Background: an optimization exercise with open tools, aiming at small area. Do not read the settings as production practice.
No functional check of the RTL was part of this run.
No activity file was given, so power comes from the tool's default toggle rates.

<file path="flow/config.mk">
export PLATFORM = sky130hd
export DESIGN_NAME = sigma_codec
export DESIGN_NICKNAME = sigma_codec
export VERILOG_FILES = /design/flow/design.v
export SDC_FILE = /design/flow/constraint.sdc
export NUM_CORES = 4
export LEC_CHECK = 0
export CAP_MARGIN = 20
export CORE_MARGIN = 2
export CORE_UTILIZATION = 65
export SLEW_MARGIN = 20
</file>
<file path="flow/design.v">
module sigma_codec (
    input  wire        clk,
    input  wire        rst,
    input  wire        start,
    input  wire [31:0] stream_len,
    output wire        busy,
    output wire        done,
    output wire [1:0]  stop_reason,
    output wire [31:0] final_cursor,
    output wire        mem_en,
    output wire [31:0] mem_addr,
    input  wire [7:0]  mem_rdata,
    output wire        log_valid,
    input  wire        log_ready,
    output wire [1:0]  log_kind,
    output wire [1:0]  log_err,
    output wire [7:0]  log_tag,
    output wire [31:0] log_cursor,
    output wire [31:0] log_consumed,
    output wire [7:0]  log_safeload,
    output wire [7:0]  log_channel,
    output wire [31:0] log_total_len,
    output wire [7:0]  log_chip,
    output wire [31:0] log_data_len,
    output wire [15:0] log_param,
    output wire        dev_req_valid,
    input  wire        dev_req_ready,
    output wire [7:0]  dev_req_chip,
    output wire [15:0] dev_req_param,
    output wire [31:0] dev_req_len,
    input  wire        dev_rsp_valid,
    input  wire [15:0] dev_rsp_len,
    output wire        dev_rd_en,
    output wire [15:0] dev_rd_addr,
    input  wire [7:0]  dev_rd_data,
    output wire        out_valid,
    input  wire        out_ready,
    output wire [7:0]  out_data
);
    localparam [4:0] S_IDLE  = 5'd0;    
    localparam [4:0] S_CLR   = 5'd1;    
    localparam [4:0] S_TAG0  = 5'd2;    
    localparam [4:0] S_TAG1  = 5'd3;    
    localparam [4:0] S_HCHK  = 5'd4;    
    localparam [4:0] S_INC   = 5'd5;    
    localparam [4:0] S_FB0   = 5'd6;    
    localparam [4:0] S_FB1   = 5'd7;    
    localparam [4:0] S_FDEC  = 5'd8;    
    localparam [4:0] S_FPAD  = 5'd9;    
    localparam [4:0] S_CMP   = 5'd10;   
    localparam [4:0] S_LOG   = 5'd11;   
    localparam [4:0] S_ADV   = 5'd12;   
    localparam [4:0] S_DREQ  = 5'd13;   
    localparam [4:0] S_DWAIT = 5'd14;   
    localparam [4:0] S_RT    = 5'd15;   
    localparam [4:0] S_HOUT  = 5'd16;   
    localparam [4:0] S_HROT  = 5'd17;   
    localparam [4:0] S_PIDX  = 5'd18;   
    localparam [4:0] S_PRD   = 5'd19;   
    localparam [4:0] S_POUT  = 5'd20;   
    localparam [4:0] S_LOGE  = 5'd21;   
    localparam [4:0] S_FEND  = 5'd28;   
    localparam [4:0] S_FERR  = 5'd29;   
    localparam [4:0] S_FNP   = 5'd30;   
    reg [4:0]   st;
    reg [6:0]   cnt;        
    reg [3:0]   bc;         
    reg [31:0]  cur;        
    reg [31:0]  rem;        
    reg [103:0] sh;         
    reg         isw, isr;   
    reg         fl;         
    reg         md;         
    reg         cb, cc, cd;
    wire fin = (st == S_FEND) | (st == S_FERR) | (st == S_FNP);
    assign busy         = (st != S_IDLE) & ~fin;
    assign done         = fin;
    assign stop_reason  = {st == S_FNP, st == S_FERR};
    assign final_cursor = cur;
    assign mem_en   = (st == S_TAG0) | (st == S_TAG1) | (st == S_HCHK) | (st == S_FB0) |
                      (st == S_FB1) | (st == S_CMP) | (st == S_LOG) | (st == S_LOGE);
    assign mem_addr = cur;
    wire loge = (st == S_LOGE);
    assign log_valid     = (st == S_LOG) | loge;
    assign log_kind      = loge ? 2'd3 : isr ? 2'd0 : isw ? 2'd1 : 2'd2;
    assign log_err       = {1'b1, fl};
    assign log_tag       = mem_rdata;
    assign log_cursor    = cur;
    assign log_consumed  = {sh[87:60] & {28{~fl}}, sh[59:58] | {2{fl}}, sh[57:56] & {2{~fl}}};
    assign log_safeload  = sh[103:96];
    assign log_channel   = sh[95:88];
    assign log_total_len = sh[87:56];
    assign log_chip      = sh[55:48];
    assign log_data_len  = sh[47:16];
    assign log_param     = sh[15:0];
    assign dev_req_valid = (st == S_DREQ);
    assign dev_req_chip  = sh[55:48];
    assign dev_req_param = sh[15:0];
    assign dev_req_len   = sh[47:16];
    assign dev_rd_en     = (st == S_PRD) | (st == S_POUT);
    assign dev_rd_addr   = sh[15:0];
    assign out_valid = (st == S_HOUT) | (st == S_POUT);
    assign out_data  = (st == S_POUT) ? dev_rd_data :
                       (bc == 4'd0)   ? 8'h0b :
                       bc[3] & bc[2]  ? 8'h00 :
                       bc[0]          ? sh[15:8] : sh[7:0];
    wire [4:0]  bi     = cnt[4:0];                     
    wire        b0     = (bi == 5'd0);
    wire        hi     = cnt[5];                       
    wire        c12    = (bi == 5'd2) | (bi == 5'd3);
    wire        k_bit  = fl ? c12 : sh[56];
    reg         cx;
    always @(*) begin
        case (st)
            S_INC:   cx = (bi == 5'd0) | (bi == 5'd3) | (bi == 5'd1 & isr) | (bi == 5'd2 & isw);
            S_FDEC:  cx = 1'b1;
            default: cx = k_bit;
        endcase
    end
    wire cc_in   = b0 ? 1'b0 : cc;
    wire cur_sum = cur[0] ^ cx ^ cc_in;
    wire cur_co  = (cur[0] & cx) | (cc_in & (cur[0] ^ cx));
    wire cur_lo  = (st == S_CLR) | (st == S_INC) | (st == S_FDEC) | (st == S_ADV);
    wire cur_hi  = cur_lo & ~((st == S_FDEC) & md);
    wire cur_in  = (st == S_CLR) ? 1'b0 : cur_sum;
    wire r       = rem[0];
    wire rem_rot = (st == S_HCHK) | (st == S_CMP) | (st == S_ADV);
    wire xb      = (st == S_HCHK) ? (isw ? (bi == 5'd1) | c12 : isr ? c12 : b0) : sh[56];
    wire cb_in   = b0 ? 1'b0 : cb;
    wire cb_bor  = (~r & xb) | (~(r ^ xb) & cb_in);
    wire c14     = (bi == 5'd1) | c12;
    wire s14     = sh[16] ^ c14 ^ cc_in;
    wire s14_co  = (sh[16] & c14) | (cc_in & (sh[16] ^ c14));
    wire xd      = (st == S_HCHK) ? b0 : (st == S_CMP) ? s14 : k_bit;
    wire cd_in   = b0 ? 1'b0 : cd;
    wire cd_bor  = (~r & xd) | (~(r ^ xd) & cd_in);
    wire rem_in  = (st == S_ADV) ? (r ^ xd ^ cd_in) : r;
    wire rt_pb   = sh[88] & ~cnt[4];
    wire rt_k    = (bi == 5'd0) | c12;
    wire rt_s    = rt_pb ^ rt_k ^ cc;
    wire rt_co   = (rt_pb & rt_k) | (cc & (rt_pb ^ rt_k));
    wire pc_in   = b0 | cc;
    wire pi_s    = md & (sh[0] ^ pc_in);
    wire pe      = (b0 | cb) & (pi_s == sh[88]);
    wire full  = (st == S_FB1) | (st == S_FPAD) | (st == S_HROT);
    wire en_p  = full | (st == S_PIDX) | ((st == S_RT) & hi);
    wire en_t  = full | (st == S_HCHK) | (st == S_CMP) | (st == S_ADV) | ((st == S_RT) & hi);
    wire en_d  = full | (st == S_CMP) | ((st == S_RT) & ~hi);
    wire en_q  = full | (st == S_PIDX);
    wire ins   = (st == S_FB1) ? mem_rdata[cnt[2:0]] : sh[0];
    wire t_in  = full ? sh[88] : (st == S_HCHK) ? b0 : (st == S_RT) ? rt_s : sh[56];
    reg [4:0] nx;
    always @(*) begin
        nx = st;
        case (st)
            S_IDLE, S_FEND, S_FERR, S_FNP:
                nx = start ? S_CLR : S_IDLE;
            S_CLR:   if (bi == 5'd31) nx = S_TAG0;
            S_TAG0:  nx = S_TAG1;
            S_TAG1:  nx = S_HCHK;
            S_HCHK:  if (bi == 5'd31) begin
                if (cd_bor)      nx = S_FEND;
                else if (cb_bor) nx = S_LOGE;
                else             nx = (isw | isr) ? S_INC : S_LOG;
            end
            S_INC:   if (bi == 5'd31) nx = S_FB0;
            S_FB0:   nx = S_FB1;
            S_FB1:   if (cnt[2:0] == 3'd7) nx = S_FDEC;
            S_FDEC:  if (bi == {~md, ~md, ~md, 2'b11})
                         nx = (bc != (isw ? 4'd13 : 4'd11)) ? S_FB0 : isw ? S_CMP : S_FPAD;
            S_FPAD:  if (cnt[3:0] == 4'd15) nx = S_CMP;
            S_CMP:   if (bi == 5'd31) nx = (isw & (cb_bor | s14_co | cd_bor)) ? S_LOGE : S_LOG;
            S_LOG:   if (log_ready) nx = S_ADV;
            S_ADV:   if (bi == 5'd31) nx = isr ? S_DREQ : (cb_in | k_bit) ? S_TAG0 : S_FNP;
            S_DREQ:  if (dev_req_ready) nx = S_DWAIT;
            S_DWAIT: if (dev_rsp_valid) nx = S_RT;
            S_RT:    if (cnt[5:0] == 6'd63) nx = S_HOUT;
            S_HOUT:  if (out_ready) begin
                if (bc == 4'd13) nx = S_PIDX;
                else if (~bc[0] ^ (bc == 4'd11) && bc != 4'd12) nx = S_HROT;
            end
            S_HROT:  if (cnt == ((bc == 4'd1) ? 7'd71 : (bc == 4'd12) ? 7'd7 : 7'd87)) nx = S_HOUT;
            S_PIDX:  if (cnt[3:0] == 4'd15) nx = ~pe ? S_PRD : fl ? S_FNP : S_TAG0;
            S_PRD:   nx = S_POUT;
            S_POUT:  if (out_ready) nx = S_PIDX;
            S_LOGE:  if (log_ready) nx = S_FERR;
            default: nx = S_IDLE;
        endcase
    end
    always @(posedge clk) begin
        if (st == S_IDLE || fin) begin
            if (start) rem <= stream_len;
        end else if (rem_rot) begin
            rem <= {rem_in, rem[31:1]};
        end
        if (cur_hi)
            cur[31:4] <= {cur_in, cur[31:5]};
        if (cur_lo)
            cur[3:0] <= {cur_hi ? cur[4] : cur_in, cur[3:1]};
        if (en_p)
            sh[103:88] <= {full ? ins : sh[88], sh[103:89]};
        else if (st == S_DWAIT && dev_rsp_valid)
            sh[103:88] <= dev_rsp_len;
        if (en_t)
            sh[87:56] <= {t_in, sh[87:57]};
        if (full)
            sh[55:48] <= sh[56:49];
        if (en_d)
            sh[47:16] <= {full ? sh[48] : sh[16], sh[47:17]};
        if (en_q)
            sh[15:0] <= {full ? sh[16] : pi_s, sh[15:1]};
        cnt <= (nx != st) ? 7'd0 : cnt + 7'd1;
        case (st)
            S_HCHK: begin
                cb <= cb_bor;
                cd <= cd_bor;
                fl <= 1'b0;
                bc <= 4'd0;
            end
            S_CMP: begin
                cb <= cb_bor;
                cc <= s14_co;
                cd <= cd_bor;
                fl <= isw ? (cb_bor | s14_co | cd_bor) : cb_bor;
            end
            S_ADV: begin
                cc <= cur_co;
                cd <= cd_bor;
                cb <= cb_in | k_bit;
                if (bi == 5'd31) fl <= ~(cb_in | k_bit);
                bc <= 4'd0;
            end
            S_INC, S_FDEC: cc <= cur_co;
            S_FB1: if (cnt[2:0] == 3'd7) begin
                bc <= bc + 4'd1;
                md <= (cur[3:0] != 4'd0);
            end
            S_RT:
                if (hi) cc <= rt_co;
                else    cc <= (b0 | cc) & (sh[16] == (bi == 5'd2));
            S_HOUT: if (out_ready) begin
                bc <= bc + 4'd1;
                md <= 1'b0;
            end
            S_PIDX: begin
                cc <= sh[0] & pc_in;
                cb <= pe;
            end
            S_POUT: md <= 1'b1;
            S_TAG1: begin
                isw <= (mem_rdata == 8'h09);
                isr <= (mem_rdata == 8'h0a);
            end
            default: ;
        endcase
        if (rst)
            st <= S_IDLE;
        else
            st <= nx;
    end
endmodule
</file>
<file path="flow/flow/run.sh">
#!/bin/bash
# Own layout flow: the standard flow (standard.sh, unchanged synthesis,
# floorplan, power grid, placement, CTS and routing), except that the port
# buffers that global placement puts on every input and output use the
# platform's smallest buffer instead of the resizer's lowest-drive pick.
set -euo pipefail
export BUFFER_PORTS_ARGS="-buffer_cell sky130_fd_sc_hd__buf_1"
bash standard.sh > standard_flow.log 2>&1
</file>
<file path="flow/constraint.sdc">
create_clock -name core_clock -period 8.0 [get_ports {clk}]
set_input_delay 1.6000 -clock core_clock [delete_from_list [all_inputs] [get_ports {clk}]]
set_output_delay 1.6000 -clock core_clock [all_outputs]
set_load 0.01 [all_outputs]
</file>
<file path="flow/standard.sh">
#!/bin/bash
# synth_recipe.tcl (not shown) runs the flow's synth.tcl, then flattens the netlist and writes it again
# the make line also repeats each setting of config.mk as NAME=value (left out here)
make -C /OpenROAD-flow-scripts/flow DESIGN_CONFIG=/design/flow/config.mk WORK_HOME=/design/flow/orfs CLKGATE_MAP_FILE= SYNTH_SCRIPT=/design/flow/synth_recipe.tcl "${@:-finish}"
</file>
==> impl_metrics.yaml <==
detailed_routing:
  drt_first_iter_violations: 812
  vias: 7905
  vias_per_cell: 5.838
  ant_nets: 0
  wl_mm: 28.91
  drt_pass1_iterations: 7
  drc: 0
  wl_per_cell_microns: 21.35
logic_synthesis:
  synth_compound_area_frac: 0.08205
  synth_ff_type: "edfxtp_1"
  synthArstFlopShare: 0
  synthMuxAreaShare: 0.03648
  netlist_instances: 902
  ys_seq_area_frac: 0.5588
  synth_edf_count: 179
  synth_fp_nets: 988
  synth_xor_area_frac: 0.007844
  syn-cell-area_sq_um: 10050
  avgSynthCellArea_sq_um: 11.14
  synth_top_family_by_area: "simple AND/OR/NAND/NOR gates"
  synthAdderAreaFrac: 0.02166
  yosysWarnings: 1
  synth.distinct_cells: 74
  ys_ff_latch: 191
  yosys.area_share.simple: 0.1587
run:
  drv_cap: 0
critical_path:
  worst_ep_arrival_time_ns: 3.01
  crit_path_max_fanout: 35
  cp.required_ns: 6.40
  criticalPathCategory: "flop to output pin"
  start_kind: "flop"
  crit_path_end_kind: "output pin"
die:
  core_sq_um: 15150
  die_h_microns: 128.3
  placementRows: 45
  dieArea_sq_um: 16470
  die_w_microns: 128.3
  io_pins: 404
  start_util: 0.6635
clock_network:
  post_cts_buffers: 0
  cts_tree: "yes"
  cts_inserted_buffers: 17
  cts_htree_levels: 4
  clockBufferDepth: 2
  clk_pin_slew_worst_paths_ns: 0.07
  clock_latency_ns: 0.43
  cts.sink_count: 191
  root_buffer: "clkbuf_16"
  cts-resized-gates: 0
  holdBufCountCts: 0
global_routing:
  grt_pass1_vias: 6800
  grt_usage: 0.3408
  globalRoute.totalOverflow: 0
  grt_max_degree: 37
  grt_pass1_wl_mm: 41.18
  grt_antenna_before_repair: 1
sta:
  fin_skew_ns: 0.01270
  fin_crit_ns: 4.612
  tightest_slew_ns: 0.9044
  fin_crit_sh: 0.5765
  hold_violations: 0
  setup_viol: 0
  setup_tns_ns: 0
  relSlewSlack: 0.3964
  rsz0062_at_grt: "no"
  report.final.slew_viol_count: 0
  fmax_ghz: 0.2168
power_and_ir_drop:
  power.share.switching: 0.2753
  pwr-share-clk: 0.372
  seqPwrFrac: 0.508
  p_sw_w: 0.0006294
  intPower_w: 0.001657
  p_leak_nw: 3.911
  vdd_drop_max_mv: 0.1640
  p_comb_frac: 0.120
  pwr_density_cell_nw_per_um2: 203.1
place:
  place_inst: 1320
  dpl.hpwl_mm: 22.02
  place_congestion: 1.027
  port_buffers: 402
finish:
  seqCellArea_sq_um: 5615
  multi_input_area_sq_um: 3112
  num-fill-cells: 1121
  drive_gt1_frac: 0.07210
  final_cells: 1354
  nNetsFinal: 1238
  syn2layout_area_growth_pct: 12.03
min_path:
  worstHoldPathType: "flop to flop"
run_status:
  status: "complete, no violations"
cell usage in the layout, fill, tap and decap left out, types with 4 or more instances in the layout:
| cell | synthesis | layout |
|---|---|---|
| nand2_1 | 137 | 137 |
| inv_8 | 0 | 5 |
| a211oi_1 | 8 | 8 |
| nand3_1 | 22 | 22 |
| and3_1 | 8 | 8 |
| or2_2 | 6 | 6 |
| a31oi_1 | 9 | 9 |
| nor2_1 | 45 | 45 |
| nor3_1 | 21 | 21 |
| dfxtp_1 | 12 | 12 |
| o22ai_1 | 6 | 6 |
| buf_4 | 146 | 10 |
| ha_1 | 11 | 11 |
| a21oi_1 | 28 | 28 |
| nand2b_1 | 6 | 6 |
| nor2b_1 | 35 | 35 |
| mux2_2 | 17 | 17 |
| mux2i_1 | 13 | 13 |
| a21o_1 | 6 | 6 |
| edfxtp_1 | 179 | 179 |
| fa_1 | 4 | 4 |
| inv_1 | 24 | 24 |
| o21ai_0 | 31 | 29 |
| buf_1 | 4 | 402 |
| clkbuf_16 | 0 | 17 |
| o211ai_1 | 5 | 5 |
| nor4_1 | 4 | 4 |
| xnor2_1 | 7 | 7 |
| nor4b_1 | 4 | 4 |
| and2_1 | 4 | 4 |
| nor3b_1 | 6 | 6 |
area by class of cell:
class,instances,share of cell area
timing repair buffer,413,0.1417
clock inverter,15,0.01589
antenna,1,0.0002223
clock buffer,17,0.03779
multi-input combinational,504,0.2764
inverter,25,0.008335
tap,188,0.02089
sequential,191,0.4988
worst max-delay path, stage by stage (launching register included):
cell and delay, ns:
dfxtp_1 0.50, buf_4 0.29, nor2_1 0.51, o2bb2ai_2 0.17, buf_4 0.34, inv_1 0.49
buf_1 0.26
synthesized netlist by cell type (all sizes together), types with 3 or more instances:
| cell | instances | share of area |
|---|---|---|
| a211oi | 8 | 0.0060 |
| a21o | 6 | 0.0045 |
| a21oi | 28 | 0.014 |
| a22oi | 3 | 0.0022 |
| a31oi | 9 | 0.0056 |
| and2 | 6 | 0.0039 |
| and3 | 8 | 0.0050 |
| and4 | 3 | 0.0026 |
| buf | 158 | 0.12 |
| clkbuf | 24 | 0.0090 |
| dfxtp | 12 | 0.024 |
| edfxtp | 179 | 0.53 |
| fa | 4 | 0.0080 |
| ha | 11 | 0.014 |
| inv | 24 | 0.0090 |
| mux2 | 17 | 0.019 |
| mux2i | 13 | 0.013 |
| nand2 | 137 | 0.051 |
| nand2b | 6 | 0.0037 |
| nand3 | 22 | 0.011 |
| nand3b | 3 | 0.0022 |
| nor2 | 45 | 0.017 |
| nor2b | 35 | 0.022 |
| nor3 | 22 | 0.011 |
| nor3b | 6 | 0.0045 |
| nor4 | 4 | 0.0025 |
| nor4b | 5 | 0.0059 |
| nor4bb | 3 | 0.0030 |
| o211ai | 7 | 0.0062 |
| o21ai | 31 | 0.015 |
| o22ai | 6 | 0.0037 |
| o31a | 3 | 0.0026 |
| or2 | 6 | 0.0037 |
| or3b | 3 | 0.0026 |
| xnor2 | 7 | 0.0061 |
per-layer routing:
metal	wire, microns	up-vias	GRT usage
met3	2669	47	0.07609
met1	12340	3838	0.5089
met2	13340	460	0.5141
met4	563	0	0.08533
li1	-	3560	-
met5	0	-	0
worst paths after layout:
| kind | to | from | depth (start not counted) | slack, ns |
|---|---|---|---|---|
| max reg2reg | cnt[6]$_SDFF_PP0_ | cnt[2]$_SDFF_PP0_ | 15 | 3.58 |
| max | busy | st[3]$_SDFF_PP0_ | 6 | 3.39 |
| min | sh[74]$_DFFE_PP_ | sh[75]$_DFFE_PP_ | 0 | 0.47 |
| min reg2reg | sh[74]$_DFFE_PP_ | sh[75]$_DFFE_PP_ | 0 | 0.47 |
cell families after synthesis:
group                    count (synthesis)
AO/OA/AOI/OAI                          125
XOR/XNOR                                 9
adder cells (fa/ha/maj)                 15
buffers and inverters                  207
flip-flops                             191
multiplexers                            32
other                                    1
AND/OR/NAND/NOR                        322
power by group through the flow:
stage               Combinational, W  Clock, W  Sequential [W]
floorplan                   0.000206         0         0.00117
global placement            0.000262         0         0.00118
detailed placement          0.000265         0         0.00118
CTS                         0.000268  0.000858         0.00116
global route                0.000299  0.000895         0.00117
finish                      0.000273  0.000851         0.00116
flip-flops by register name, summed over array words and instances, names as in the netlist:
register and count:
cnt 7, bc 4, isr 1, cb 1
fl 1, cd 1, sh 104, cur 32
rem 32, isw 1, md 1, st 5
cc 1
per-stage QoR:
step | setup slack, ns | instance area (sq um) | total power [W] | util | hold WS (ns)
4_1_cts | 3.438 | 11240 | 0.002288 | 0.7424 | 0.4723
3_5_place_dp | 3.660 | 10640 | 0.001449 | 0.7025 | 0.4529
5_1_grt | 3.194 | 11260 | 0.002360 | 0.7432 | 0.5002
3_3_place_gp | 3.804 | 10640 | 0.001444 | 0.7025 | 0.4516
6_report | 3.388 | 11260 | 0.002286 | 0.7433 | 0.4697
2_1_floorplan | 3.456 | 10050 | 0.001379 | - | 0.4836

what the ideal ports hide:
No port has a modelled driver above. Below, the same layout with a new extraction and two added sets of constraints.
Step 1 assumes that a clkbuf_16 drives the clock port and a buf_2 every other input.
Step 2 also shifts input and output timing later by t, the mid clock arrival at the registers, as if the neighbouring blocks saw the same clock.
Slacks: no drivers / after step 1 / after step 2; pairs: no drivers / after step 1.
t (ns): 0.474
slack for setup (ns): 3.388 / 3.342 / 3.583
cell pins on the clock port's net: 1
After both steps setup and hold are still met in this run. The setup slack of this run moves by -0.046 ns with the drivers and by +0.195 ns with both steps.
